This is an optimization exercise on Yosys and OpenROAD, whose aim is a short achievable clock period and few clock cycles per item, not a production implementation. Function was checked by simulation only, so behaviour that the tests miss may differ from the original. No activity file was given, so power comes from the tool's default toggle rates.

==> flow/flow/run.sh <==
#!/bin/bash
set -euo pipefail
bash standard.sh SETUP_SLACK_MARGIN=5.8 finish > standard.log 2>&1
==> flow/standard.sh <==
#!/bin/bash
# synth_recipe.tcl (not shown) runs the flow's synth.tcl, then flattens the netlist and writes it again
# the make line also repeats each setting of config.mk as NAME=value (left out here)
make -C /OpenROAD-flow-scripts/flow DESIGN_CONFIG=/design/flow/config.mk WORK_HOME=/design/flow/orfs CLKGATE_MAP_FILE= SYNTH_SCRIPT=/design/flow/synth_recipe.tcl "${@:-finish}"
==> flow/config.mk <==
export PLATFORM = sky130hd
export DESIGN_NAME = rpk_dec
export DESIGN_NICKNAME = rpk_dec
export VERILOG_FILES = /design/flow/design.v
export SDC_FILE = /design/flow/constraint.sdc
export NUM_CORES = 8
export LEC_CHECK = 0
export ABC_CLOCK_PERIOD_IN_PS = 4000
export CAP_MARGIN = 20
export CORE_MARGIN = 2
export CORE_UTILIZATION = 35
export PLACE_DENSITY = 0.5
export SLEW_MARGIN = 20
==> flow/constraint.sdc <==
create_clock -name core_clock -period 10.0 [get_ports {clk}]
set_input_delay 2.0000 -clock core_clock [delete_from_list [all_inputs] [get_ports {clk}]]
set_output_delay 2.0000 -clock core_clock [all_outputs]
set_load 0.01 [all_outputs]
==> flow/design.v <==
module rpk_dec (
    input  wire        clk,
    input  wire        rst,           
    input  wire        begin_i,       
    input  wire [7:0]  begin_ch,
    input  wire [63:0] begin_npix,
    input  wire        abort_i,       
    input  wire [2:0]  abort_kind,
    input  wire        in_valid,
    input  wire [7:0]  in_data,
    output wire        in_ready,
    output wire        pix_valid,
    output wire [31:0] pix_data,
    input  wire        pix_ready,
    output wire [1:0]  phase,
    output wire [2:0]  err
);
    localparam [1:0] PH_IDLE   = 2'd0,
                     PH_ACTIVE = 2'd1,
                     PH_DONE   = 2'd2,
                     PH_POISON = 2'd3;
    reg [1:0]  ph;
    reg [2:0]  err_r;
    reg        pv;            
    reg        ir;            
    reg        b_op;          
    reg        b_l1;          
    reg        b_l2;          
    reg        b_arg;         
    reg        ch4;           
    reg [63:0] remain;        
    reg [31:0] cur;           
    reg [1:0]  rtype;         
    reg [19:0] run;           
    reg [2:0]  hi;            
    reg        len2;          
    reg [7:0]  len_b1;        
    reg [3:0]  kpre;          
    reg [23:0] arg;           
    reg [1:0]  argleft;       
    reg        m_idx;         
    reg [6:0]  idx;           
    reg [127:0] idx_oh;       
    reg        peek_v;        
    reg        newpix;        
    reg        wen;           
    reg [6:0]  wa;
    reg [31:0] wd;
    wire in_fire = in_valid && ir && pix_ready;
    wire px_fire = pv && pix_ready;
    assign in_ready  = ir && pix_ready;
    assign pix_valid = pv;
    assign pix_data  = cur;
    assign phase     = ph;
    assign err       = err_r;
    function [6:0] mul13;
        input [6:0] x;
        begin
            case (x)
            7'd0: mul13 = 7'd0;
            7'd1: mul13 = 7'd13;
            7'd2: mul13 = 7'd26;
            7'd3: mul13 = 7'd39;
            7'd4: mul13 = 7'd52;
            7'd5: mul13 = 7'd65;
            7'd6: mul13 = 7'd78;
            7'd7: mul13 = 7'd91;
            7'd8: mul13 = 7'd104;
            7'd9: mul13 = 7'd117;
            7'd10: mul13 = 7'd2;
            7'd11: mul13 = 7'd15;
            7'd12: mul13 = 7'd28;
            7'd13: mul13 = 7'd41;
            7'd14: mul13 = 7'd54;
            7'd15: mul13 = 7'd67;
            7'd16: mul13 = 7'd80;
            7'd17: mul13 = 7'd93;
            7'd18: mul13 = 7'd106;
            7'd19: mul13 = 7'd119;
            7'd20: mul13 = 7'd4;
            7'd21: mul13 = 7'd17;
            7'd22: mul13 = 7'd30;
            7'd23: mul13 = 7'd43;
            7'd24: mul13 = 7'd56;
            7'd25: mul13 = 7'd69;
            7'd26: mul13 = 7'd82;
            7'd27: mul13 = 7'd95;
            7'd28: mul13 = 7'd108;
            7'd29: mul13 = 7'd121;
            7'd30: mul13 = 7'd6;
            7'd31: mul13 = 7'd19;
            7'd32: mul13 = 7'd32;
            7'd33: mul13 = 7'd45;
            7'd34: mul13 = 7'd58;
            7'd35: mul13 = 7'd71;
            7'd36: mul13 = 7'd84;
            7'd37: mul13 = 7'd97;
            7'd38: mul13 = 7'd110;
            7'd39: mul13 = 7'd123;
            7'd40: mul13 = 7'd8;
            7'd41: mul13 = 7'd21;
            7'd42: mul13 = 7'd34;
            7'd43: mul13 = 7'd47;
            7'd44: mul13 = 7'd60;
            7'd45: mul13 = 7'd73;
            7'd46: mul13 = 7'd86;
            7'd47: mul13 = 7'd99;
            7'd48: mul13 = 7'd112;
            7'd49: mul13 = 7'd125;
            7'd50: mul13 = 7'd10;
            7'd51: mul13 = 7'd23;
            7'd52: mul13 = 7'd36;
            7'd53: mul13 = 7'd49;
            7'd54: mul13 = 7'd62;
            7'd55: mul13 = 7'd75;
            7'd56: mul13 = 7'd88;
            7'd57: mul13 = 7'd101;
            7'd58: mul13 = 7'd114;
            7'd59: mul13 = 7'd127;
            7'd60: mul13 = 7'd12;
            7'd61: mul13 = 7'd25;
            7'd62: mul13 = 7'd38;
            7'd63: mul13 = 7'd51;
            7'd64: mul13 = 7'd64;
            7'd65: mul13 = 7'd77;
            7'd66: mul13 = 7'd90;
            7'd67: mul13 = 7'd103;
            7'd68: mul13 = 7'd116;
            7'd69: mul13 = 7'd1;
            7'd70: mul13 = 7'd14;
            7'd71: mul13 = 7'd27;
            7'd72: mul13 = 7'd40;
            7'd73: mul13 = 7'd53;
            7'd74: mul13 = 7'd66;
            7'd75: mul13 = 7'd79;
            7'd76: mul13 = 7'd92;
            7'd77: mul13 = 7'd105;
            7'd78: mul13 = 7'd118;
            7'd79: mul13 = 7'd3;
            7'd80: mul13 = 7'd16;
            7'd81: mul13 = 7'd29;
            7'd82: mul13 = 7'd42;
            7'd83: mul13 = 7'd55;
            7'd84: mul13 = 7'd68;
            7'd85: mul13 = 7'd81;
            7'd86: mul13 = 7'd94;
            7'd87: mul13 = 7'd107;
            7'd88: mul13 = 7'd120;
            7'd89: mul13 = 7'd5;
            7'd90: mul13 = 7'd18;
            7'd91: mul13 = 7'd31;
            7'd92: mul13 = 7'd44;
            7'd93: mul13 = 7'd57;
            7'd94: mul13 = 7'd70;
            7'd95: mul13 = 7'd83;
            7'd96: mul13 = 7'd96;
            7'd97: mul13 = 7'd109;
            7'd98: mul13 = 7'd122;
            7'd99: mul13 = 7'd7;
            7'd100: mul13 = 7'd20;
            7'd101: mul13 = 7'd33;
            7'd102: mul13 = 7'd46;
            7'd103: mul13 = 7'd59;
            7'd104: mul13 = 7'd72;
            7'd105: mul13 = 7'd85;
            7'd106: mul13 = 7'd98;
            7'd107: mul13 = 7'd111;
            7'd108: mul13 = 7'd124;
            7'd109: mul13 = 7'd9;
            7'd110: mul13 = 7'd22;
            7'd111: mul13 = 7'd35;
            7'd112: mul13 = 7'd48;
            7'd113: mul13 = 7'd61;
            7'd114: mul13 = 7'd74;
            7'd115: mul13 = 7'd87;
            7'd116: mul13 = 7'd100;
            7'd117: mul13 = 7'd113;
            7'd118: mul13 = 7'd126;
            7'd119: mul13 = 7'd11;
            7'd120: mul13 = 7'd24;
            7'd121: mul13 = 7'd37;
            7'd122: mul13 = 7'd50;
            7'd123: mul13 = 7'd63;
            7'd124: mul13 = 7'd76;
            7'd125: mul13 = 7'd89;
            7'd126: mul13 = 7'd102;
            7'd127: mul13 = 7'd115;
            endcase
        end
    endfunction
    function [6:0] hash7;
        input [31:0] p;
        begin
            hash7 = mul13(mul13(mul13(7'h58 ^ p[30:24]) ^ p[22:16]) ^ p[14:8]) ^ p[6:0];
        end
    endfunction
    wire [31:0]  cache_q [0:127];
    reg  [127:0] cache_v;
    reg          begin_q;
    wire [127:0] wsel      = wen ? (128'd1 << wa) : 128'd0;
    wire [127:0] cache_v_n = begin_q ? 128'd0 : (cache_v | wsel);
    always @(posedge clk) begin
        begin_q <= begin_i;
        cache_v <= cache_v_n;
    end
    genvar gi;
    generate
        for (gi = 0; gi < 128; gi = gi + 1) begin : g_slot
            reg [31:0] slot;
            always @(posedge clk) begin
                if (wsel[gi])
                    slot <= wd;
            end
            assign cache_q[gi] = slot;
        end
    endgenerate
    reg [31:0] cache_rd;
    integer k;
    always @(*) begin
        cache_rd = 32'h0000_0000;
        for (k = 0; k < 128; k = k + 1)
            cache_rd = cache_rd | ({32{idx_oh[k]}} & cache_q[k]);
    end
    wire [31:0] lookup = (wen && wa == idx) ? wd : cache_rd;
    always @(posedge clk) begin
        peek_v <= in_valid && !in_fire && !begin_i && !rst;
        if (in_valid) begin
            idx    <= in_data[6:0];
            idx_oh <= (128'd1 << in_data[6:0]) & cache_v_n;
        end
    end
    always @(posedge clk) begin
        wen <= newpix && !begin_i;
        wa  <= hash7(cur);
        wd  <= cur;
    end
    reg [31:0] rec_pix;
    always @(*) begin
        case (rtype)
            2'd1: rec_pix = cur ^ {6'd0, in_data[7:6], 6'd0, in_data[5:4],
                                   6'd0, in_data[3:2],
                                   6'd0, (ch4 ? in_data[1:0] : 2'd0)};
            2'd2: rec_pix = cur ^ {3'd0, arg[7:3], 2'd0, arg[2:0], in_data[7:5],
                                   3'd0, in_data[4:0], 8'd0};
            default: rec_pix = ch4 ? {arg, in_data} : {arg[15:0], in_data, cur[7:0]};
        endcase
    end
    wire [1:0] need = (rtype == 2'd1) ? 2'd0 :
                      (rtype == 2'd2) ? 2'd1 :
                      (ch4 ? 2'd3 : 2'd2);
    wire ch_ok   = (begin_ch == 8'd3) || (begin_ch == 8'd4);
    wire npix_nz = (begin_npix != 64'd0);
    wire active  = (ph == PH_ACTIVE);
    wire last    = (remain == 64'd1);
    wire last2   = (remain == 64'd2);
    always @(posedge clk) begin
        if (rst) begin
            ph    <= PH_IDLE;
            err_r <= 3'd0;
        end else if (begin_i) begin
            if (!ch_ok) begin
                ph    <= PH_POISON;
                err_r <= 3'd3;                       
            end else begin
                ph    <= npix_nz ? PH_ACTIVE : PH_DONE;
                err_r <= 3'd0;
            end
        end else if (active && abort_i) begin
            ph    <= PH_POISON;
            err_r <= abort_kind;
        end else if (px_fire && last) begin
            ph    <= PH_DONE;
        end
    end
    wire stop = rst || (active && abort_i) || (px_fire && last);
    wire lenpend = b_l1 || b_l2;
    wire nxt    = px_fire && (run != 20'd0) && !lenpend;
    wire run0   = nxt ? (run == 20'd1) : (run == 20'd0);
    wire lastn  = pv ? last2 : last;
    wire [4:0]  kd   = {1'b0, kpre} + {4'd0, pv};
    wire [19:0] ofs1 = 20'd16   - {15'd0, kd};
    wire [19:0] ofs2 = 20'd2064 - {15'd0, kd};
    always @(posedge clk) begin
        newpix <= 1'b0;
        if (begin_i) begin
            {b_op, b_l1, b_l2, b_arg} <= 4'b1000;
            m_idx   <= 1'b0;
            pv      <= 1'b0;
            ir      <= ch_ok && npix_nz;
            ch4     <= (begin_ch == 8'd4);
            remain  <= begin_npix;
            cur     <= 32'h0000_00FF;                
            rtype   <= 2'd0;
            run     <= 20'd0;
        end else if (stop) begin
            pv      <= 1'b0;
            ir      <= 1'b0;
            m_idx   <= 1'b0;
        end else if (m_idx) begin
            cur     <= lookup;
            m_idx   <= 1'b0;
            pv      <= 1'b1;
            ir      <= !last;
        end else if (pix_ready) begin
            if (px_fire)
                remain <= remain - 64'd1;
            if (nxt) begin
                run <= run - 20'd1;
                if (rtype == 2'd0) begin
                    ir <= run0 && !lastn;
                end else begin
                    pv <= 1'b0;
                end
            end else if (px_fire && lenpend) begin
                kpre <= kpre + 4'd1;
                pv   <= (kpre < 4'd14) && !lastn;
            end else if (px_fire) begin
                pv <= 1'b0;
            end
            if (in_fire) begin
                if (b_op) begin
                    if (!in_data[7]) begin           
                        run <= 20'd0;
                        if (peek_v) begin
                            cur   <= lookup;
                            pv    <= 1'b1;
                            ir    <= !lastn;
                        end else begin
                            m_idx <= 1'b1;
                            ir    <= 1'b0;
                        end
                    end else begin
                        rtype   <= in_data[6:5];
                        hi      <= in_data[2:0];
                        len2    <= in_data[3];
                        argleft <= (in_data[6:5] == 2'd1) ? 2'd0 :
                                   (in_data[6:5] == 2'd2) ? 2'd1 :
                                   (ch4 ? 2'd3 : 2'd2);
                        b_op    <= 1'b0;
                        if (in_data[6:5] != 2'd0) begin
                            run   <= {15'd0, in_data[4:0]};
                            b_arg <= 1'b1;
                        end else if (!in_data[4]) begin
                            run   <= {16'd0, in_data[3:0]};
                            b_op  <= 1'b1;
                            pv    <= 1'b1;
                            ir    <= (in_data[3:0] == 4'd0) && !lastn;
                        end else begin
                            b_l1  <= 1'b1;
                            kpre  <= 4'd0;
                            pv    <= !lastn;
                        end
                    end
                end
                if (b_l1) begin
                    b_l1 <= 1'b0;
                    if (len2) begin
                        len_b1 <= in_data;
                        b_l2   <= 1'b1;
                    end else begin
                        run  <= {9'd0, hi, in_data} + ofs1;
                        b_op <= 1'b1;
                        pv   <= 1'b1;
                        ir   <= 1'b0;
                    end
                end
                if (b_l2) begin
                    run  <= {1'b0, hi, len_b1, in_data} + ofs2;
                    b_l2 <= 1'b0;
                    b_op <= 1'b1;
                    pv   <= 1'b1;
                    ir   <= 1'b0;
                end
                if (b_arg) begin
                    if (argleft == 2'd0) begin
                        cur     <= rec_pix;
                        newpix  <= 1'b1;
                        argleft <= need;
                        pv     <= 1'b1;
                        ir     <= !lastn;
                        b_op   <= run0;
                        b_arg  <= !run0;
                    end else begin
                        arg     <= {arg[15:0], in_data};
                        argleft <= argleft - 2'd1;
                    end
                end
            end
        end
    end
endmodule
==> results of run 1 <==
[worst paths after layout]
kind                   startpoint                   to  slack, ps  depth (start not counted)
max          idx_oh[92]$_DFFE_PP_  cur[1]$_SDFFE_PP1P_       5340                          9
min          cur[15]$_SDFFE_PP0P_       wd[15]$_DFF_P_        400                          0
max reg2reg  idx_oh[92]$_DFFE_PP_  cur[1]$_SDFFE_PP1P_       5340                          9
min reg2reg  cur[15]$_SDFFE_PP0P_       wd[15]$_DFF_P_        400                          0
[per-layer routing]
layer | part of all wire, % | up-vias
li1 | - | 42000
met1 | 32 | 65800
met2 | 40 | 18300
met3 | 19 | 4770
met4 | 9.3 | 40
met5 | 0.066 | -
[worst max-delay path, delay by kind of cell (launching register included)]
family | cells | cell delay [ps]
simple gates | 3 | 2070
compound gates | 4 | 1260
buf+inv | 2 | 680
flops | 1 | 510
[area by class of cell]
type	instances	share of cell area [%]
multi-input combinational	4422	16.4
clock inverter	294	1.44
inverter	44	0.0854
timing repair buffer	814	3.73
sequential	4575	67.8
antenna	319	0.401
clock buffer	568	6.12
tap	6400	4.02
[cells in the mapped netlist (134+ instances only)]
master    instances  area, µm²
a22oi_1         877       6580
nor2_1          514       1930
a22o_1          601       5260
and3_1          145        907
o21ai_0         163        816
dfxtp_1         236       4720
nand2_1         199        747
nand4_1         324       2030
a221oi_1        613       5370
edfxtp_1       4339     130000
clkbuf_1        411       1540
nand3_1         134        671
[placed cells by master (no fill, tap or decap), drive strengths merged, types with 91 or more instances in the layout]
master / count
a21oi: 108
a221oi: 613
a22o: 601
a22oi: 877
and3: 145
buf: 689
clkbuf: 568
clkdlybuf4s50: 112
clkinv: 218
dfxtp: 236
diode: 319
edfxtp: 4339
nand2: 200
nand3: 135
nand4: 325
nor2: 516
nor4: 127
o21ai: 170
xnor2: 91
[through the flow]
stage	hold WS, ps	setup WS [ps]	utilization [%]
after CTS	415	5580	41.3
after detailed placement	401	4280	38.1
after global placement	398	4130	38.0
after global routing	421	5640	41.5
final	402	5340	41.6
after floorplan	390	5400	-
[cells by family (layout without fill, tap and decap cells)]
family                     count (synthesis)  after routing  synth area share [%]
xor gates and xnor gates                 135            135                 0.742
DFF                                     4575           4575                  80.3
adders and majority gates                 59             59                 0.438
other                                      0            319                     0
buffers and inverters                    560           1720                  1.28
muxes                                     54             54                 0.359
AOI/OAI and AO/OA                       2540           2541                  11.9
and+or+nand+nor                         1633           1633                  4.98
[registers in the layout, summed over array words and instances, names as in the netlist, 3 cells and up]
name,count
len_b1,8
idx_oh,128
wa,7
arg,24
kpre,4
cur,32
hi,3
idx,7
wd,32
cache_v,128
remain,64
run,20
err_r,3
g_slot.slot,4096
[power groups by stage]
stage,logic (mW),registers [mW],clock network (mW)
after detailed placement,1.33,21.2,0
after global routing,1.39,20.8,18.3
final,1.49,20.8,17.8
after CTS,1.34,20.8,17.6
after global placement,1.33,21.2,0
after floorplan,0.426,21.2,0
[timing repair]
item                                    4_1_cts  5_1_grt
hold buffers                                  0        0
buffers inserted                             11       29
gates cloned                                  2        1
pin swaps                                     7       23
endpoints found under the setup margin       65       59
resized for setup                            94       51
hold endpoints to repair                      0        0
==> key figures, run 1 <==
Synth
  – Avg Cell Area, Syn: 17.6 µm²
  – Async S/R FF share, synth: 0%
  – Post-synth top flop: edfxtp_1
  – Syn_nets: 9700
  – Synth cell types: 98
  – Ys Warns: 1
  – Sequential fraction of the synthesis area: 80.3%
  – Seq cells post-synth: 4575
  – Number of synthesized flops with an enable pin: 4339
  – Synth Cell Area: 0.168 mm²
  – Syn Inst Count: 9556

Timing
  – Max Slew Vio Count: 0
  – # setup viols final: 0
  – Setup Skew: 85.1 ps
  – Final Hold Fails: 0
  – Achievable Freq: 0.215 GHz
  – Min Tclk post-route: 4660 ps
  – Worst-margin pin slew: 1410 ps
  – Final TNS setup: 0 ps
  – Slew margin rel.: 6.26%
  – RSZ-0062 raised after global routing: true
  – Final Cycle Share: 46.6%

Critical path
  – CP cell instances: buf_4 > buf_4 > a22oi_1 > nand4_1 > nor4_1 > nand3_1 > o211ai_1 > a21oi_1 > a211o_1
  – Most frequent cell on the critical path: buf_4
  – Setup CP Type: reg -> reg
  – Worst path max stage delay: 990 ps
  – Critical path endpoint category: register
  – Crit path launch type: register
  – Req. time, crit path: 10920 ps
  – Slowest-stage cell, CP: nor4_1
  – Worst Path Max Fanout: 14
  – CP arrival: 5580 ps

Hold path
  – HP Class: reg -> reg

Power and ir drop
  – VDD IR max: 0.186 mV
  – Internal power: 30.9 mW
  – Clock power frac: 44.4%
  – Sw Ratio: 22.9%
  – Power, Total: 40.1 mW
  – Sw Pwr: 9.19 mW
  – Reg power frac: 51.9%
  – P_leak: 64.3 nW
  – Comb power frac: 3.7%
  – Pwr dens: 201 mW/mm²

Global route
  – Largest net degree at the start of global routing: 130
  – GR Util met3: 19.3%
  – M1 GR Usage: 46.9%
  – First-pass GRT wire length: 1210000 µm
  – Final global-route overflow total: 0
  – Gr busiest metal: met2
  – Overall Global Routing Usage: 38.6%
  – Number of global-route vias before repair: 109000
  – M2 GR Usage: 52.2%
  – Initial antenna violation count: 175

Route
  – Vias after detailed routing: 131000
  – Drt wl/cell: 55.8 µm
  – Iteration-0 DRC Markers: 34500
  – Antenna Violating Nets Remaining: 3
  – Residual DRC: 0
  – Vias per inst: 7.51
  – Pre-antenna DRT Iters: 9
  – Routed WL: 974000 µm

Finish
  – Final cell count without fillers: 17400
  – Area occupied by multi-input gates: 0.0326 mm²
  – Layout net count: 10500
  – Fraction of layout cells with a size suffix above 1: 16.0%
  – Fillers: 42600
  – Layout area overhead: 18.5%
  – Register area: 0.135 mm²
  – Post-route cell area: 0.199 mm²

Clock network
  – CTS tree: yes
  – Clock-pin transition on the worst setup and hold timing paths: 60 ps
  – Htree depth: 5
  – Maximum clock path buffer count: 4
  – Clock buffer count from CTS: 462
  – Clk Latency, worst-skew pair: 1110 ps
  – CTS Root Cell: clkbuf_16
  – Clk sinks: 4575

Floorplanning
  – Site Rows: 254
  – Starting density of the core: 35.1%
  – Die Span Y: 697 µm
  – Die area: 0.486 mm²
  – Die Width: 697 µm
  – IO Count: 128
  – Core region area: 0.479 mm²

Run status
  – Outcome: complete, but fails checks
  – Violated checks: antenna violations

Place
  – Placer Congestion: 0.953
  – Port Buffer Count: 127
  – Placed cell areas: 0.182 mm²
  – Placed Cells: 16200
  – DPL Wire Length: 554000 µm

Flow run
  – MaxCap Viol Count: 0
Testbench counts, summed over its fixed seeds: cycles 95,673, pixels 69,704.
==> run 2: changes to the inputs <==
==> flow/flow/run.sh (replaced) <==
#!/bin/bash
set -euo pipefail
bash standard.sh SETUP_SLACK_MARGIN=5.8 MAX_REPAIR_ANTENNAS_ITER_DRT=10 finish > standard.log 2>&1
--- a/flow/config.mk
+++ b/flow/config.mk
@@ -6,8 +6,8 @@
 export NUM_CORES = 8
 export LEC_CHECK = 0
 export ABC_CLOCK_PERIOD_IN_PS = 4000
-export CAP_MARGIN = 20
+export CAP_MARGIN = 60
 export CORE_MARGIN = 2
-export CORE_UTILIZATION = 35
-export PLACE_DENSITY = 0.5
-export SLEW_MARGIN = 20
+export CORE_UTILIZATION = 40
+export PLACE_DENSITY = 0.55
+export SLEW_MARGIN = 40
==> key figures, run 2 <==
Timing
  – RSZ-0062 raised after global routing: true
  – # setup viols final: 0
  – Min Tclk post-route: 4560 ps
  – Max Slew Vio Count: 0
  – Final Hold Fails: 0
  – Final TNS setup: 0 ps
  – Final Cycle Share: 45.6%
  – Setup Skew: 69.0 ps
  – Slew margin rel.: 27.8%
  – Worst-margin pin slew: 1080 ps
  – Achievable Freq: 0.219 GHz

Synth
  – Avg Cell Area, Syn: 17.6 µm²
  – Async S/R FF share, synth: 0%
  – Most area-consuming cells after synthesis: edfxtp_1 77%, a22oi_1 3.9%, a221oi_1 3.2%, a22o_1 3.1%, dfxtp_1 2.8%
  – Synth area leader: edfxtp_1
  – Number of synthesized flops with an enable pin: 4339
  – Ys Warns: 1
  – Seq cells post-synth: 4575
  – Sequential fraction of the synthesis area: 80.3%
  – Top-count cell post-synth: edfxtp_1
  – Syn Inst Count: 9556
  – Syn_nets: 9700
  – Post-synth top flop: edfxtp_1
  – Post-synth top area share: 77.5%
  – Synth cell types: 98
  – Post-synth top cells: 4339 x edfxtp_1, 877 x a22oi_1, 613 x a221oi_1, 601 x a22o_1, 514 x nor2_1
  – Synth Cell Area: 0.168 mm²

Route
  – Drt wl/cell: 56.5 µm
  – Residual DRC: 0
  – Vias per inst: 7.94
  – Pre-antenna DRT Iters: 13
  – Vias after detailed routing: 134000
  – Antenna Violating Nets Remaining: 0
  – Iteration-0 DRC Markers: 35700
  – Routed WL: 956000 µm

Critical path
  – Setup CP Type: reg -> reg
  – Req. time, crit path: 10960 ps
  – Worst Path Max Fanout: 16
  – Critical path endpoint category: register
  – Crit path launch type: register
  – CP arrival: 5520 ps

Global route
  – Number of global-route vias before repair: 111000
  – Overall Global Routing Usage: 43.6%
  – Largest net degree at the start of global routing: 103
  – First-pass GRT wire length: 1190000 µm
  – Final global-route overflow total: 0
  – Initial antenna violation count: 165

Finish
  – Layout net count: 10800
  – Most frequent cells in the layout: 4339 x edfxtp_1, 876 x a22oi_1, 609 x a221oi_1
  – Largest register by flop count: g_slot.slot
  – Largest regs: g_slot.slot x4096, cache_v x128, idx_oh x128
  – Fraction of layout cells with a size suffix above 1: 18.4%
  – Max FFs per register: 4096
  – Fillers: 34300
  – Layout area overhead: 22.3%
  – Most common cell after layout, fill and taps aside: edfxtp_1

Clock network
  – Clk sinks: 4575
  – CTS Hold Bufs: 0
  – Clock-pin transition on the worst setup and hold timing paths: 60 ps
  – Clk Latency, worst-skew pair: 1090 ps
  – CTS Root Cell: clkbuf_16
  – Htree depth: 5
  – Clock buffer count from CTS: 456
  – CTS tree: yes
  – Maximum clock path buffer count: 4

Floorplanning
  – Site Rows: 238
  – Die area: 0.426 mm²
  – Die Width: 652 µm
  – Core region area: 0.420 mm²
  – IO Count: 128
  – Starting density of the core: 40.1%
  – Die Span Y: 652 µm

Power and ir drop
  – Power, Total: 39.5 mW
  – Pwr dens: 192 mW/mm²
  – P_leak: 67.5 nW
  – VDD IR max: 0.179 mV

Place
  – DPL Wire Length: 601000 µm
  – Port Buffer Count: 127
  – Placer Congestion: 0.972

Flow run
  – MaxCap Viol Count: 0

Run status
  – Outcome: finished clean

Hold path
  – HP Class: reg -> reg
## run 2: changes by cell type in the layout (fill, tap and decap cells not counted), moves of 12 or more
cell | before | now
clkbuf_1 | 88 | 114
buf_8 | 2 | 45
buf_4 | 601 | 512
buf_2 | 0 | 24
clkinv_2 | 100 | 74
buf_16 | 9 | 135
buf_12 | 57 | 234
buf_1 | 0 | 13
bufinv_16 | 46 | 32
buf_6 | 20 | 109
dfxtp_2 | 11 | 23
## run 2: kinds of logic (layout without fill, tap and decap cells)
| logic type | after synthesis | count (layout) | synth area share, % |
|---|---|---|---|
| compound gates | 2540 | 2540 | 11.9 |
| xor+xnor | 135 | 135 | 0.742 |
| fa+ha+maj | 59 | 59 | 0.438 |
| buf+inv | 560 | 2090 | 1.28 |
| flops | 4575 | 4575 | 80.3 |
| mux | 54 | 54 | 0.359 |
| other cells | 0 | 315 | 0 |
| simple gates | 1633 | 1633 | 4.98 |
## run 2: cell type report
| type | instances | area, µm² | area share [%] |
|---|---|---|---|
| Sequential cell | 4575 | 135000 | 65.7 |
| Multi-Input combinational cell | 4421 | 32500 | 15.8 |
| Timing Repair Buffer | 1200 | 15600 | 7.60 |
| Clock buffer | 591 | 12200 | 5.94 |
| Tap cell | 5520 | 6910 | 3.36 |
| Clock inverter | 255 | 2220 | 1.08 |
| Antenna cell | 315 | 788 | 0.383 |
| Inverter | 44 | 169 | 0.0821 |
## run 2: metal layers
metal  routed length, µm  GRT usage [%]  share of wire (%)
met3              194000           25.5                 20
met2              364000           56.4                 38
met4              104000           35.9                 11
met1              292000           51.3                 31
met5                1130           2.49               0.12
## run 2: worst paths after layout
kind / startpoint / to / slack [ps] / cells after the start
setup / recovery: idx_oh[41]$_DFFE_PP_ / cur[4]$_SDFFE_PP1P_ / 5440 / 14
hold / removal: cur[15]$_SDFFE_PP0P_ / wd[15]$_DFF_P_ / 370 / 0
setup reg to reg: idx_oh[41]$_DFFE_PP_ / cur[4]$_SDFFE_PP1P_ / 5440 / 14
hold reg to reg: cur[15]$_SDFFE_PP0P_ / wd[15]$_DFF_P_ / 370 / 0
## run 2: what timing repair did
action                                  4_1_cts  5_1_grt
endpoints found under the setup margin       41       20
pin swaps                                     8       13
gates cloned                                  2        0
resized for setup                            71       31
buffers inserted                              6       21
## run 2: worst max-delay path: stages (launching register included)
cell and delay (ps):
edfxtp_1 380, buf_4 270, buf_4 220, buf_16 170
buf_4 350, a22oi_1 370, nand4_1 710, nor4_2 420
nand2_1 240, nor4_4 430, buf_4 220, a31oi_1 90
a21oi_1 160, nor2_1 60, a211o_1 260
## run 2: stage by stage
| stage | hold WS [ps] | std cells | instance area, µm² | utilization [%] | worst slack (ps) |
|---|---|---|---|---|---|
| floorplan | 390 | 9556 | 168000 | - | 5400 |
| global placement | 370 | 15300 | 181000 | 43.1 | 4250 |
| detailed placement | 375 | 15700 | 189000 | 45.1 | 4360 |
| CTS | 383 | 16600 | 204000 | 48.6 | 5620 |
| global route | 381 | 16600 | 205000 | 48.8 | 5630 |
| finish | 374 | 16900 | 206000 | 49.0 | 5440 |
## run 2: where the power goes
group | leakage (nW) | internal (mW) | switching [mW]
sequential | 42.6 | 20.7 | 0.0561
combinational | 17.9 | 0.352 | 1.19
clock | 7.03 | 9.42 | 7.75
==> run 3: changes to the inputs <==
==> flow/flow/run.sh (replaced) <==
#!/bin/bash
set -euo pipefail
here=$(pwd)
bash standard.sh SETUP_SLACK_MARGIN=5.8 MAX_REPAIR_ANTENNAS_ITER_DRT=10 \
  PRE_DETAIL_ROUTE_TCL="$here/flow/pre_drt.tcl" finish > standard.log 2>&1
==> flow/flow/pre_drt.tcl (new file) <==
# Diodes for the nets whose global routes come close to an antenna limit.
repair_antennas -ratio_margin 30
check_antennas
--- a/flow/config.mk
+++ b/flow/config.mk
@@ -6,8 +6,8 @@
 export NUM_CORES = 8
 export LEC_CHECK = 0
 export ABC_CLOCK_PERIOD_IN_PS = 4000
-export CAP_MARGIN = 60
+export CAP_MARGIN = 20
 export CORE_MARGIN = 2
 export CORE_UTILIZATION = 40
 export PLACE_DENSITY = 0.55
-export SLEW_MARGIN = 40
+export SLEW_MARGIN = 20
==> key figures, run 3 <==
Synth
  – Synth cell types: 98
  – Avg Cell Area, Syn: 17.6 µm²
  – Synth Area in Simple Gates: 4.98%
  – Sequential fraction of the synthesis area: 80.3%
  – Compound-Gate Fraction of Synth Area: 11.9%
  – Top-count cell post-synth: edfxtp_1
  – Synth area leader: edfxtp_1
  – Post-synth top cells: 4339 x edfxtp_1, 877 x a22oi_1, 613 x a221oi_1, 601 x a22o_1, 514 x nor2_1
  – Syn Inst Count: 9556
  – Synth Area in Adders: 0.438%
  – Multiplexer area fraction after synthesis: 0.359%
  – Syn_nets: 9700
  – Post-synth top area share: 77.5%
  – Synth Cell Area: 0.168 mm²
  – Ys Warns: 1
  – Largest family of logic cells by synthesized area: compound AO/OA/AOI/OAI gates
  – Seq cells post-synth: 4575
  – Number of synthesized flops with an enable pin: 4339
  – Synth Area in XOR/XNOR: 0.742%
  – Async S/R FF share, synth: 0%
  – Most area-consuming cells after synthesis: edfxtp_1 77%, a22oi_1 3.9%, a221oi_1 3.2%, a22o_1 3.1%, dfxtp_1 2.8%
  – Post-synth top flop: edfxtp_1

Clock network
  – Maximum clock path buffer count: 4
  – CTS Hold Bufs: 0
  – Clock buffer count from CTS: 456
  – Clk sinks: 4575
  – CTS Root Cell: clkbuf_16
  – Htree depth: 5

Global route
  – Final global-route overflow total: 0
  – Largest net degree at the start of global routing: 130
  – Number of global-route vias before repair: 109000
  – Initial antenna violation count: 187
  – First-pass GRT wire length: 1180000 µm
  – Overall Global Routing Usage: 43.2%

Place
  – Placer Congestion: 0.972
  – DPL Wire Length: 532000 µm
  – Placed cell areas: 0.181 mm²
  – Port Buffer Count: 127

Run status
  – Outcome: stopped before the end
  – Error: [ERROR GRT-0232] Routing congestion too high. Check the congestion heatmap in the GUI.
  – Last stage reached: 5_2_route

Floorplanning
  – Site Rows: 238
  – Die Width: 652 µm
  – Die Span Y: 652 µm
  – IO Count: 128
  – Starting density of the core: 40.1%

Timing
  – Worst endpoint type: top-level output
  – Worst EP post-GRT repair: in_ready
## run 3: worst max path at each step
| stage | startpoint | end | slack [ps] | depth (start not counted) |
|---|---|---|---|---|
| after global routing | pix_ready | in_ready | 5630 | 3 |
| after CTS | pix_ready | in_ready | 5550 | 3 |
| after detailed placement | in_data[0] | run[14]$_SDFFE_PP0P_ | 4360 | 16 |
| after global placement | in_data[0] | run[14]$_SDFFE_PP0P_ | 4250 | 16 |
| after floorplan | in_data[0] | run[14]$_SDFFE_PP0P_ | 5400 | 14 |
## run 3: logic make-up after synthesis
group	after synthesis
xor gates and xnor gates	135
buffers and inverters	560
muxes	54
DFF	4575
and+or+nand+nor	1633
AOI/OAI and AO/OA	2540
adders and majority gates	59
## run 3: timing repair
item / CTS / global route
cloned: 2 / 2
endpoints found under the setup margin: 233 / 127
pin swaps: 18 / 24
gates resized for setup: 101 / 49
setup buffers: 23 / 40
## run 3: power by group through the flow
stage | Sequential, mW | Combinational, mW | Clock, mW
global route | 20.8 | 1.35 | 18.1
CTS | 20.8 | 1.30 | 17.4
detailed placement | 21.2 | 1.29 | 0
global placement | 21.2 | 1.28 | 0
floorplan | 21.2 | 0.426 | 0
## run 3: layer usage
layer	global-route usage, %
met1	51.4
met5	2.29
met4	34.3
met3	25.6
met2	55.7
## run 3: through the flow
step | setup WS, ps | std cells
after global routing | 5630 | 16200
after global placement | 4250 | 15300
after CTS | 5550 | 16200
after detailed placement | 4360 | 15300
after floorplan | 5400 | 9556
==> run 4: changes to the inputs <==
--- a/flow/design.v
+++ b/flow/design.v
@@ -40,12 +40,8 @@
     reg [1:0]  argleft;       
     reg        m_idx;         
     reg [6:0]  idx;           
-    reg [127:0] idx_oh;       
     reg        peek_v;        
     reg        newpix;        
-    reg        wen;           
-    reg [6:0]  wa;
-    reg [31:0] wd;
     wire in_fire = in_valid && ir && pix_ready;
     wire px_fire = pv && pix_ready;
     assign in_ready  = ir && pix_ready;
@@ -194,14 +190,27 @@
             hash7 = mul13(mul13(mul13(7'h58 ^ p[30:24]) ^ p[22:16]) ^ p[14:8]) ^ p[6:0];
         end
     endfunction
+    reg          wen1, wen2, wen3;    
+    reg  [6:0]   wa1, wa2, wa3;
+    reg  [31:0]  wd1, wd2, wd3;
+    reg  [127:0] wsel;                
     wire [31:0]  cache_q [0:127];
     reg  [127:0] cache_v;
     reg          begin_q;
-    wire [127:0] wsel      = wen ? (128'd1 << wa) : 128'd0;
     wire [127:0] cache_v_n = begin_q ? 128'd0 : (cache_v | wsel);
     always @(posedge clk) begin
         begin_q <= begin_i;
         cache_v <= cache_v_n;
+        wen1    <= newpix && !begin_i;
+        wa1     <= hash7(cur);
+        wd1     <= cur;
+        wen2    <= wen1 && !begin_i;
+        wa2     <= wa1;
+        wd2     <= wd1;
+        wsel    <= (wen1 && !begin_i) ? (128'd1 << wa1) : 128'd0;
+        wen3    <= wen2 && !begin_i;
+        wa3     <= wa2;
+        wd3     <= wd2;
     end
     genvar gi;
     generate
@@ -209,31 +218,35 @@
             reg [31:0] slot;
             always @(posedge clk) begin
                 if (wsel[gi])
-                    slot <= wd;
+                    slot <= wd2;
             end
             assign cache_q[gi] = slot;
         end
     endgenerate
-    reg [31:0] cache_rd;
-    integer k;
-    always @(*) begin
-        cache_rd = 32'h0000_0000;
-        for (k = 0; k < 128; k = k + 1)
-            cache_rd = cache_rd | ({32{idx_oh[k]}} & cache_q[k]);
-    end
-    wire [31:0] lookup = (wen && wa == idx) ? wd : cache_rd;
+    wire [127:0] isel = (128'd1 << in_data[6:0]) & cache_v_n;
+    reg  [31:0]  part [0:15];
+    integer g, k;
     always @(posedge clk) begin
         peek_v <= in_valid && !in_fire && !begin_i && !rst;
         if (in_valid) begin
-            idx    <= in_data[6:0];
-            idx_oh <= (128'd1 << in_data[6:0]) & cache_v_n;
+            idx <= in_data[6:0];
+            for (g = 0; g < 16; g = g + 1) begin
+                part[g] <= 32'h0000_0000;
+                for (k = 0; k < 8; k = k + 1)
+                    if (isel[g*8+k])
+                        part[g] <= cache_q[g*8+k];
+            end
         end
     end
-    always @(posedge clk) begin
-        wen <= newpix && !begin_i;
-        wa  <= hash7(cur);
-        wd  <= cur;
+    reg [31:0] part_or;
+    always @(*) begin
+        part_or = 32'h0000_0000;
+        for (g = 0; g < 16; g = g + 1)
+            part_or = part_or | part[g];
     end
+    wire [31:0] lookup = (wen1 && wa1 == idx) ? wd1 :
+                         (wen2 && wa2 == idx) ? wd2 :
+                         (wen3 && wa3 == idx) ? wd3 : part_or;
     reg [31:0] rec_pix;
     always @(*) begin
         case (rtype)
==> flow/flow/run.sh (replaced) <==
#!/bin/bash
set -euo pipefail
here=$(pwd)
bash standard.sh SETUP_SLACK_MARGIN=5.8 MAX_REPAIR_ANTENNAS_ITER_DRT=10 \
  POST_DETAIL_ROUTE_TCL="$here/flow/post_drt.tcl" finish > standard.log 2>&1
==> flow/flow/post_drt.tcl (new file) <==
# Sourced by ORFS's detail_route.tcl after its own antenna repair rounds:
# more rounds of diode insertion and rerouting while violations are left.
set post_drt_rounds 0
while { [check_antennas] && $post_drt_rounds < 6 } {
  repair_antennas
  detailed_route {*}$::all_args
  incr post_drt_rounds
}
--- a/flow/config.mk
+++ b/flow/config.mk
@@ -6,8 +6,8 @@
 export NUM_CORES = 8
 export LEC_CHECK = 0
 export ABC_CLOCK_PERIOD_IN_PS = 4000
-export CAP_MARGIN = 20
+export CAP_MARGIN = 60
 export CORE_MARGIN = 2
 export CORE_UTILIZATION = 40
 export PLACE_DENSITY = 0.55
-export SLEW_MARGIN = 20
+export SLEW_MARGIN = 40
removed: flow/flow/pre_drt.tcl
==> key figures, run 4 <==
Power and ir drop
  – VDD IR max: 0.190 mV
  – P_leak: 68.4 nW
  – Power, Total: 43.6 mW
  – Pwr dens: 197 mW/mm²

Synth
  – Synth Cell Area: 0.186 mm²
  – Post-synth top cells: 4723 x edfxtp_1, 1052 x a22oi_1, 674 x nor2_1, 544 x nand2_1, 519 x clkbuf_1
  – Top-count cell post-synth: edfxtp_1
  – Async S/R FF share, synth: 0%
  – Number of synthesized flops with an enable pin: 4723
  – Post-synth top flop: edfxtp_1
  – Seq cells post-synth: 5167
  – Syn_nets: 11100
  – Post-synth top area share: 76.3%
  – Ys Warns: 2
  – Synth cell types: 74
  – Most area-consuming cells after synthesis: edfxtp_1 76%, dfxtp_1 4.8%, a22oi_1 4.3%, nor2_1 1.4%, a222oi_1 1.2%
  – Avg Cell Area, Syn: 17.0 µm²
  – Synth area leader: edfxtp_1
  – Syn Inst Count: 11000
  – Sequential fraction of the synthesis area: 81.1%

Route
  – Iteration-0 DRC Markers: 14900
  – Routed WL: 591000 µm
  – Drt wl/cell: 32.1 µm
  – Pre-antenna DRT Iters: 9
  – Vias per inst: 6.00
  – Antenna Violating Nets Remaining: 0
  – Vias after detailed routing: 111000
  – Residual DRC: 0

Critical path
  – Crit path depth: 3
  – Worst Path Max Fanout: 2
  – CP cell instances: buf_8 > and2_4 > buf_6
  – Crit path buffers/inverters: 2
  – R2r worst-path depth: 13
  – Delay-heaviest family, CP: buffers and inverters
  – CP arrival: 2340 ps
  – Flop-to-flop setup slack: 5930 ps
  – Worst path max stage delay: 130 ps
  – Slowest-stage cell, CP: and2_4
  – Critical path endpoint category: output pin
  – Crit path launch type: input port
  – FF-to-FF End: wa1[6]$_DFF_P_
  – R2r startpoint: cur[24]$_SDFFE_PP0P_
  – Setup CP Type: in -> out
  – Req. time, crit path: 8000 ps

Finish
  – Fillers: 38500
  – Largest register by flop count: g_slot.slot
  – Layout net count: 11900
  – Post-route cell area: 0.221 mm²
  – Layout area overhead: 19.0%
  – Most frequent cells in the layout: 4723 x edfxtp_1, 1052 x a22oi_1, 667 x nor2_1
  – Max FFs per register: 4096
  – Largest regs: g_slot.slot x4096, part x512
  – Most common cell after layout, fill and taps aside: edfxtp_1
  – Final cell count without fillers: 18400
  – Fraction of layout cells with a size suffix above 1: 16.4%

Clock network
  – Clock buffer count from CTS: 531
  – Clk sinks: 5167
  – Clk Latency, worst-skew pair: 1070 ps
  – Htree depth: 6
  – CTS Root Cell: clkbuf_16
  – Maximum clock path buffer count: 4
  – CTS tree: yes
  – Clock-pin transition on the worst setup and hold timing paths: 60 ps

Global route
  – Gr busiest metal: met2
  – Number of global-route vias before repair: 105000
  – Final global-route overflow total: 0
  – Largest net degree at the start of global routing: 112
  – Overall Global Routing Usage: 24.4%
  – M2 GR Usage: 37.8%
  – GR Util met3: 5.74%
  – Initial antenna violation count: 40
  – First-pass GRT wire length: 821000 µm
  – M1 GR Usage: 33.4%

Timing
  – Final Hold Fails: 0
  – Min Tclk post-route: 4340 ps
  – Final Worst Setup Slack: 5660 ps
  – RSZ-0062 raised after global routing: true
  – Final TNS setup: 0 ps
  – Setup Skew: 46.2 ps
  – Max Slew Vio Count: 0
  – Final Cycle Share: 43.4%
  – Slew margin rel.: 39.4%
  – Worst-margin pin slew: 909 ps
  – Achievable Freq: 0.231 GHz
  – # setup viols final: 0

Flow run
  – MaxCap Viol Count: 0

Floorplanning
  – IO Count: 128
  – Starting density of the core: 40.1%
  – Core region area: 0.463 mm²
  – Die area: 0.470 mm²
  – Die Span Y: 686 µm
  – Site Rows: 250
  – Die Width: 686 µm

Hold path
  – HP Class: reg -> reg
  – Hold path depth: 0
  – Min-delay src: wd1[19]$_DFF_P_
  – Endpoint, Worst Hold: wd2[19]$_DFF_P_

Place
  – Placer Congestion: 0.873
  – Placed Cells: 17400
  – DPL Wire Length: 368000 µm
  – DP Worst Slack: 4210 ps
  – Placed cell areas: 0.203 mm²
  – Port Buffer Count: 127

Run status
  – Outcome: finished clean
## run 4: layer usage
layer / routed length (µm) / vias up
met1: 234000 / 57500
li1: - / 46300
met2: 268000 / 5815
met5: 32 / -
met4: 27000 / 4
met3: 61900 / 978
## run 4: through the flow
stage	hold slack [ps]	util (%)
floorplan	326	-
global route	348	47.7
CTS	343	47.6
global placement	332	42.6
finish	343	47.7
detailed placement	330	43.9
## run 4: worst reg2reg max path: stages, from the launching register on
cell        delay (ps)
dfxtp_4            350
buf_8              100
clkinvlp_4         140
ha_1               220
mux2i_1            190
mux2_1             350
or4_4              600
mux4_2             560
mux2i_4            220
nand3_2            120
or4_4              500
nand3_1            120
mux2i_1            210
nand4b_1           220
## run 4: cells by family after synthesis
family                     Yosys count  share of synthesized area (%)
xor gates and xnor gates           145                          0.684
and+or+nand+nor                   2344                           5.97
AOI/OAI and AO/OA                 2509                           10.0
DFF                               5167                           81.1
muxes                               93                          0.525
buffers and inverters              641                           1.30
adders and majority gates           59                          0.396
## run 4: area by class of cell
class                           count  area, µm²  share of cell area, %
Antenna cell                       15       37.5                 0.0170
Clock buffer                      699      14500                   6.54
Clock inverter                    266       2280                   1.03
Inverter                           72        295                  0.134
Multi-Input combinational cell   5150      34900                   15.8
Sequential cell                  5167     151000                   68.4
Tap cell                         6174       7720                   3.49
Timing Repair Buffer              876      10200                   4.60
## run 4: worst max-delay path by stage
stage                          start                     to  slack, ps
after global placement    in_data[5]  part[5][24]$_DFFE_PP_       3880
after global routing       pix_ready               in_ready       5660
final                      pix_ready               in_ready       5660
after detailed placement  in_data[5]   part[7][2]$_DFFE_PP_       4210
after floorplan           in_data[0]   run[16]$_SDFFE_PP0P_       5710
after CTS                  pix_ready               in_ready       5600
## run 4: power by group
part | internal (mW) | switching (mW)
sequential | 23.4 | 0.190
combinational | 0.227 | 0.487
clock | 11.0 | 8.30
## run 4: repair_timing
item | CTS | global route
endpoints found under the setup margin | 363 | 144
resized for setup | 104 | 70
gates cloned | 0 | 1
hold endpoints to repair | 0 | 0
setup buffers | 6 | 23
hold buffers | 0 | 0
pin swaps | 4 | 10
Testbench counts of run 4, summed over its fixed seeds: cycles 95,673, pixels 69,704.
==> run 5: changes to the inputs <==
--- a/flow/design.v
+++ b/flow/design.v
@@ -190,9 +190,10 @@
             hash7 = mul13(mul13(mul13(7'h58 ^ p[30:24]) ^ p[22:16]) ^ p[14:8]) ^ p[6:0];
         end
     endfunction
-    reg          wen1, wen2, wen3;    
-    reg  [6:0]   wa1, wa2, wa3;
-    reg  [31:0]  wd1, wd2, wd3;
+    reg          wen1, wen2;          
+    reg  [6:0]   wa1, wa2;
+    reg  [31:0]  wd3;                 
+    reg  [31:0]  wd1, wd2;
     reg  [127:0] wsel;                
     wire [31:0]  cache_q [0:127];
     reg  [127:0] cache_v;
@@ -208,8 +209,6 @@
         wa2     <= wa1;
         wd2     <= wd1;
         wsel    <= (wen1 && !begin_i) ? (128'd1 << wa1) : 128'd0;
-        wen3    <= wen2 && !begin_i;
-        wa3     <= wa2;
         wd3     <= wd2;
     end
     genvar gi;
@@ -225,11 +224,14 @@
     endgenerate
     wire [127:0] isel = (128'd1 << in_data[6:0]) & cache_v_n;
     reg  [31:0]  part [0:15];
+    reg          hit2, hit3;          
     integer g, k;
     always @(posedge clk) begin
         peek_v <= in_valid && !in_fire && !begin_i && !rst;
         if (in_valid) begin
-            idx <= in_data[6:0];
+            idx  <= in_data[6:0];
+            hit2 <= wen1 && !begin_i && (wa1 == in_data[6:0]);
+            hit3 <= wen2 && !begin_i && (wa2 == in_data[6:0]);
             for (g = 0; g < 16; g = g + 1) begin
                 part[g] <= 32'h0000_0000;
                 for (k = 0; k < 8; k = k + 1)
@@ -245,8 +247,7 @@
             part_or = part_or | part[g];
     end
     wire [31:0] lookup = (wen1 && wa1 == idx) ? wd1 :
-                         (wen2 && wa2 == idx) ? wd2 :
-                         (wen3 && wa3 == idx) ? wd3 : part_or;
+                         hit2 ? wd2 : hit3 ? wd3 : part_or;
     reg [31:0] rec_pix;
     always @(*) begin
         case (rtype)
==> key figures, run 5 <==
Synth
  – Post-synth top cells: 4725 x edfxtp_1, 1029 x a22oi_1, 765 x nor2_1, 526 x clkbuf_1, 501 x nand2_1
  – Synth Cell Area: 0.186 mm²
  – Synth Area in XOR/XNOR: 0.685%
  – Synth area leader: edfxtp_1
  – Async S/R FF share, synth: 0%
  – Number of synthesized flops with an enable pin: 4725
  – Avg Cell Area, Syn: 16.8 µm²
  – Syn Inst Count: 11100
  – Largest family of logic cells by synthesized area: compound AO/OA/AOI/OAI gates
  – Post-synth top flop: edfxtp_1
  – Post-synth top area share: 76.2%
  – Syn_nets: 11200
  – Ys Warns: 2
  – Sequential fraction of the synthesis area: 80.9%
  – Most area-consuming cells after synthesis: edfxtp_1 76%, dfxtp_1 4.7%, a22oi_1 4.1%, nor2_1 1.5%, a222oi_1 1.2%
  – Multiplexer area fraction after synthesis: 0.665%
  – Seq cells post-synth: 5161
  – Top-count cell post-synth: edfxtp_1
  – Synth Area in Simple Gates: 6.00%
  – Synth Area in Adders: 0.395%
  – Synth cell types: 76
  – Compound-Gate Fraction of Synth Area: 10.1%

Route
  – Residual DRC: 0
  – Vias after detailed routing: 111000
  – Drt wl/cell: 31.8 µm
  – Iteration-0 DRC Markers: 14300
  – Pre-antenna DRT Iters: 10
  – Vias per inst: 5.97
  – Routed WL: 590000 µm
  – Antenna Violating Nets Remaining: 0

Finish
  – Fraction of layout cells with a size suffix above 1: 15.9%
  – Largest register by flop count: g_slot.slot
  – Most common cell after layout, fill and taps aside: edfxtp_1
  – Final core occ: 47.7%
  – Layout area overhead: 18.7%
  – Final cell count without fillers: 18500
  – Largest regs: g_slot.slot x4096, part x512
  – Max FFs per register: 4096
  – Layout net count: 12100
  – Post-route cell area: 0.221 mm²
  – Most frequent cells in the layout: 4725 x edfxtp_1, 1029 x a22oi_1, 762 x nor2_1

Critical path
  – Req. time, crit path: 8000 ps
  – Slowest-stage cell, CP: and2_4
  – R2r worst-path depth: 14
  – Delay-heaviest family, CP: buffers and inverters
  – Crit path to: in_ready
  – Setup CP Type: in -> out
  – CP arrival: 2340 ps
  – CP cell instances: buf_12 > and2_4 > buf_6
  – Crit path buffers/inverters: 2
  – Crit path launch type: input port
  – Worst path max stage delay: 130 ps
  – Worst Path Max Fanout: 2
  – Critical path endpoint category: output pin
  – FF-to-FF End: wa1[6]$_DFF_P_
  – Crit path launch: pix_ready
  – Crit path depth: 3
  – Flop-to-flop setup slack: 5900 ps
  – R2r startpoint: cur[24]$_SDFFE_PP0P_

Clock network
  – Clock buffer count from CTS: 537
  – CTS Hold Bufs: 0
  – Maximum clock path buffer count: 4
  – Clock-pin transition on the worst setup and hold timing paths: 60 ps
  – CTS Root Cell: clkbuf_16
  – Clk Latency, worst-skew pair: 1080 ps
  – Clk sinks: 5161
  – CTS tree: yes
  – Htree depth: 6

Timing
  – Slew margin rel.: 42.8%
  – Final Cycle Share: 43.4%
  – Setup Skew: 60.5 ps
  – Final Hold Fails: 0
  – Final TNS setup: 0 ps
  – Max Slew Vio Count: 0
  – Achievable Freq: 0.230 GHz
  – Final Worst Setup Slack: 5660 ps
  – Min Hold Slack: 342 ps
  – # setup viols final: 0
  – Worst-margin pin slew: 858 ps
  – Min Tclk post-route: 4340 ps
  – RSZ-0062 raised after global routing: true

Place
  – Port Buffer Count: 127
  – DP Worst Slack: 4280 ps
  – DPL Wire Length: 374000 µm
  – Placer Congestion: 0.877
  – Placed Cells: 17500
  – Placed cell areas: 0.203 mm²

Global route
  – Number of global-route vias before repair: 105000
  – Overall Global Routing Usage: 24.3%
  – First-pass GRT wire length: 817000 µm
  – Initial antenna violation count: 29
  – Final global-route overflow total: 0
  – Largest net degree at the start of global routing: 124

Floorplanning
  – Site Rows: 250
  – IO Count: 128
  – Die area: 0.471 mm²
  – Die Span Y: 686 µm
  – Die Width: 686 µm
  – Core region area: 0.464 mm²
  – Starting density of the core: 40.2%

Power and ir drop
  – P_leak: 72.3 nW
  – Power, Total: 43.8 mW
  – Pwr dens: 198 mW/mm²
  – VDD IR max: 0.182 mV

Hold path
  – HP Class: reg -> reg
  – Min-delay src: wd1[1]$_DFF_P_

Flow run
  – MaxCap Viol Count: 0

Run status
  – Outcome: finished clean
-- run 5: changes by cell type after synthesis, sizes merged, moves of 13 or more --
cell    previous run  this run
nor2             674       765
a211oi            37        22
nand4            184       153
nor4             281       260
a31oi             85       131
a22oi           1052      1029
a221o             17        40
a21oi            204       295
nand2            544       501
nor3              81       107
a221oi           203       190
-- run 5: layout make-up --
class / instances / area (µm²)
antenna: 21 / 52.6
clock buffer: 699 / 14500
clock inverter: 268 / 2540
fill: 38500 / 243000
inverter: 70 / 274
multi-input combinational: 5262 / 34900
sequential: 5161 / 151000
tap: 6174 / 7720
timing repair buffer: 892 / 9930
-- run 5: repair_timing --
action	CTS	global route
gates resized for setup	71	30
pin swaps	4	5
endpoints found under the setup margin	73	50
setup buffers	14	12
-- run 5: power breakdown --
part	switching [mW]	total [mW]	internal, mW
combinational	0.545	0.792	0.247
clock	8.42	19.5	11.1
sequential	0.162	23.5	23.4
total	9.13	43.8	34.7
-- run 5: worst min-delay path by stage --
stage                                 end  cells after the start
after floorplan           wd2[10]$_DFF_P_                      0
after detailed placement   wd2[8]$_DFF_P_                      0
final                      wd2[1]$_DFF_P_                      0
after global placement    wd2[12]$_DFF_P_                      0
after CTS                 wd2[28]$_DFF_P_                      0
after global routing      wd2[28]$_DFF_P_                      0
-- run 5: cells by family (layout without fill, tap and decap cells) --
| family | Yosys count | count (layout) |
|---|---|---|
| and+or+nand+nor | 2382 | 2382 |
| muxes | 114 | 114 |
| adders and majority gates | 59 | 59 |
| buffers and inverters | 650 | 1929 |
| xor gates and xnor gates | 144 | 144 |
| other | 0 | 21 |
| AOI/OAI and AO/OA | 2563 | 2563 |
| DFF | 5161 | 5161 |
-- run 5: per-layer routing --
metal	part of all wire [%]	routed length [µm]	vias to the layer above	track usage [%]
li1	-	-	46700	-
met1	40	238000	57200	33.8
met2	45	263000	5870	36.8
met3	10	59500	912	5.53
met4	4.9	28600	10	10.5
met5	0.010	60	-	0
-- run 5: worst register-to-register path, cell delays in order, from the launching register on --
cell        delay [ps]
dfxtp_4            380
clkinvlp_4         120
buf_4              150
ha_1               320
mux2i_1            200
a21oi_1             80
or4b_4             580
mux4_2             520
and4_1             260
a2111oi_4          410
buf_4              190
a21o_1             120
o2111ai_1          160
mux2i_1            190
nand4_1            220
Testbench counts of run 5, summed over its fixed seeds: cycles 95,673, pixels 69,704.

afterwards: timing with drivers on the ports:
In the flow no input, the clock included, has a driving cell. The finished layouts below were timed again as built, in two steps.
Step 1: set_driving_cell puts a clkbuf_16 on clk and a buf_2 on each other input, an assumption about the parent block.
Step 2 also shifts input and output timing later by t, the mid clock arrival at the registers, as if the neighbouring blocks saw the same clock.
Three values: no drivers, after step 1, after step 2; two values: the first two.
| run | t, ns | slack for setup (ns) | hold WS [ns] | worst register clock-pin slew, ns | cell pins on the clock port's net |
|---|---|---|---|---|---|
| run 1 | 1.183 | 5.340 / 5.340 / 4.800 | 0.402 / 0.402 / 0.402 | 0.07 / 0.07 | 1 |
| run 2 | 1.185 | 5.437 / 5.437 / 4.865 | 0.374 / 0.374 / 0.374 | 0.07 / 0.07 | 1 |
| run 4 | 1.162 | 5.662 / 5.617 / 4.707 | 0.343 / 0.343 / 0.343 | 0.07 / 0.07 | 1 |
| run 5 | 1.163 | 5.657 / 5.603 / 4.738 | 0.342 / 0.342 / 0.342 | 0.07 / 0.07 | 1 |
For run 4, which loses most, drivers alone change the setup slack by -0.045 ns; drivers and shift together by -0.955 ns.
